Background: an optimization exercise with open tools, aiming at small area, a short achievable clock period and few clock cycles. Do not read the settings as production practice.
Only simulation tests tie the RTL to the original design; equivalence was not proved.
No activity file was given, so power comes from the tool's default toggle rates.

Design tgm_traj, start of the top module:
module tgm_traj (
    input  wire        clk,
    input  wire        rst,
    input  wire [31:0] period_us,
    input  wire        cmd_valid,
    output wire        cmd_ready,
    input  wire [2:0]  cmd_op,
    input  wire [15:0] cmd_start,
    input  wire [15:0] cmd_end,
    input  wire [31:0] cmd_duration,
    input  wire        cmd_shape,
    output reg         rsp_valid,
    output wire [15:0] rsp_duty,
    output wire        rsp_active,
    output reg         rsp_ok
);
    localparam MEMSZ = 13;
    localparam OP_TICK      = 3'd0;
    localparam OP_ENQ       = 3'd1;
    localparam OP_SET_DUTY  = 3'd2;
    localparam OP_START     = 3'd3;
    localparam OP_STOP      = 3'd4;
    localparam OP_STOP_OUT  = 3'd5;
    reg         rdy;
    reg         busy;
    assign cmd_ready = rdy;
    reg [15:0] duty_out;
    reg        auto_active;
    assign rsp_duty   = duty_out;
    assign rsp_active = auto_active;
    wire acc     = cmd_valid & rdy;
    wire c_tick  = acc & (cmd_op == OP_TICK);
    wire c_enq   = acc & (cmd_op == OP_ENQ);
    reg [31:0] per;
    always @(posedge clk) per <= period_us;
    reg        auto_en;
    reg        start_pend;
    reg        duty_pend;
    reg [15:0] duty_cmd;
    reg [3:0]  cnt;       
    reg        ld_pend;   
    reg [15:0] m_start [0:MEMSZ-1];
    reg [15:0] m_end   [0:MEMSZ-1];
    reg [31:0] m_dur   [0:MEMSZ-1];
    reg        m_shape [0:MEMSZ-1];
    reg [1:0]  m_cls   [0:MEMSZ-1];
    reg [MEMSZ-1:0] wsel;     
    reg [MEMSZ-1:0] rsel;     
    reg [3:0]  mcnt;
    wire mfull  = (mcnt == MEMSZ);
    wire mwe    = rdy & !mfull;           
    wire enq_ok = c_enq & (cnt != 4'd15);
    wire c_nz, c_n3, c_n6;
    tgm_ge #(.W(32)) u_cz (.a(cmd_duration),               .b(per), .ge(c_nz));
    tgm_ge #(.W(32)) u_c3 (.a({3'd0, cmd_duration[31:3]}), .b(per), .ge(c_n3));
    tgm_ge #(.W(32)) u_c6 (.a({6'd0, cmd_duration[31:6]}), .b(per), .ge(c_n6));
    wire [1:0] c_cls = !c_nz ? 2'd0 : !c_n3 ? 2'd1 : !c_n6 ? 2'd2 : 2'd3;
    integer mi;
    always @(posedge clk) begin
        for (mi = 0; mi < MEMSZ; mi = mi + 1)
            if (mwe && wsel[mi]) begin
                m_start[mi] <= cmd_start;
                m_end[mi]   <= cmd_end;
                m_dur[mi]   <= cmd_duration;
                m_shape[mi] <= cmd_shape;
  ...
Settings: LEC_CHECK=0, CAP_MARGIN=20, CORE_MARGIN=2, CORE_UTILIZATION=65, CTS_CLUSTER_DIAMETER=60, CTS_CLUSTER_SIZE=24, PLACE_DENSITY=0.75, SETUP_SLACK_MARGIN=4.5, SLEW_MARGIN=20, TNS_END_PERCENT=100; clock period 8.0 ns.
run.sh (not shown) runs the stock make flow with config.mk's settings and CLKGATE_MAP_FILE= SYNTH_SCRIPT=/design/flow/synth_recipe.tcl, a recipe that flattens the netlist after the stock synthesis.
Testbench counts at the start, summed over its fixed seeds: cycles 20,653.
Edit:
--- a/flow/config.mk
+++ b/flow/config.mk
@@ -8,8 +8,8 @@
 export CAP_MARGIN = 20
 export CORE_MARGIN = 2
-export CORE_UTILIZATION = 65
+export CORE_UTILIZATION = 70
 export CTS_CLUSTER_DIAMETER = 60
 export CTS_CLUSTER_SIZE = 24
-export PLACE_DENSITY = 0.75
+export PLACE_DENSITY = 0.8
 export SETUP_SLACK_MARGIN = 4.5
 export SLEW_MARGIN = 20
Outcome: Die area went down by 7.1%; core utilization goes up by 5.4 points; count of clock-buffer cells in the layout went up by 8; via count increases by 1.2%; routed wire length is about the same; global-route usage goes up by 2.3 points; cell count fell by 1.4%; synthesized cell count does not change; setup slack gets worse by 55 ps; clock power drops by about 0.9%.
Edit:
--- a/flow/config.mk
+++ b/flow/config.mk
@@ -8,9 +8,9 @@
 export CAP_MARGIN = 20
 export CORE_MARGIN = 2
-export CORE_UTILIZATION = 70
+export CORE_UTILIZATION = 65
 export CTS_CLUSTER_DIAMETER = 60
 export CTS_CLUSTER_SIZE = 24
-export PLACE_DENSITY = 0.8
-export SETUP_SLACK_MARGIN = 4.5
+export PLACE_DENSITY = 0.75
+export SETUP_SLACK_MARGIN = 5
 export SLEW_MARGIN = 20
 export TNS_END_PERCENT = 100
What happened: Via count climbs by 5.5%. Design area climbs by 7.5%. Sequential cell count is unchanged. Hold slack got worse by 16 ps. Total power climbs by 8.9%. Non-clock buffer count climbs by 258. Count of clock-buffer cells in the layout drops by 4. Sequential power drops by about 0.6%. Synthesized area stays the same.

-- what the ideal ports hide --
Ports are ideal in the flow. The routed layouts listed here were re-timed in OpenROAD. Step 1, drivers: a clkbuf_16 drives clk and a buf_2 each remaining input, both assumed. Step 2 times the ports against the registers' clock, not the clock port: input delays grow and output delays shrink by t, the midpoint of the rising clock arrivals with the driver on. Slacks: no drivers / after step 1 / after step 2; pairs: no drivers / after step 1.
run	shift t [ns]	slack for setup (ns)	worst hold slack (ns)	worst setup path at the end	worst slew at a driven data input, ns
the first run	0.797	4.407 / 4.407 / 3.843	0.414 / 0.414 / 0.414	input to register	0.12
the second run	0.794	4.352 / 4.352 / 3.805	0.421 / 0.421 / 0.421	input to register	0.07
the third run	0.803	4.480 / 4.480 / 3.938	0.405 / 0.405 / 0.405	input to register	0.12
After both steps every run listed still meets setup and hold. The setup slack of the first run, which loses most, moves by 0.000 ns with the drivers and by -0.564 ns with both steps.
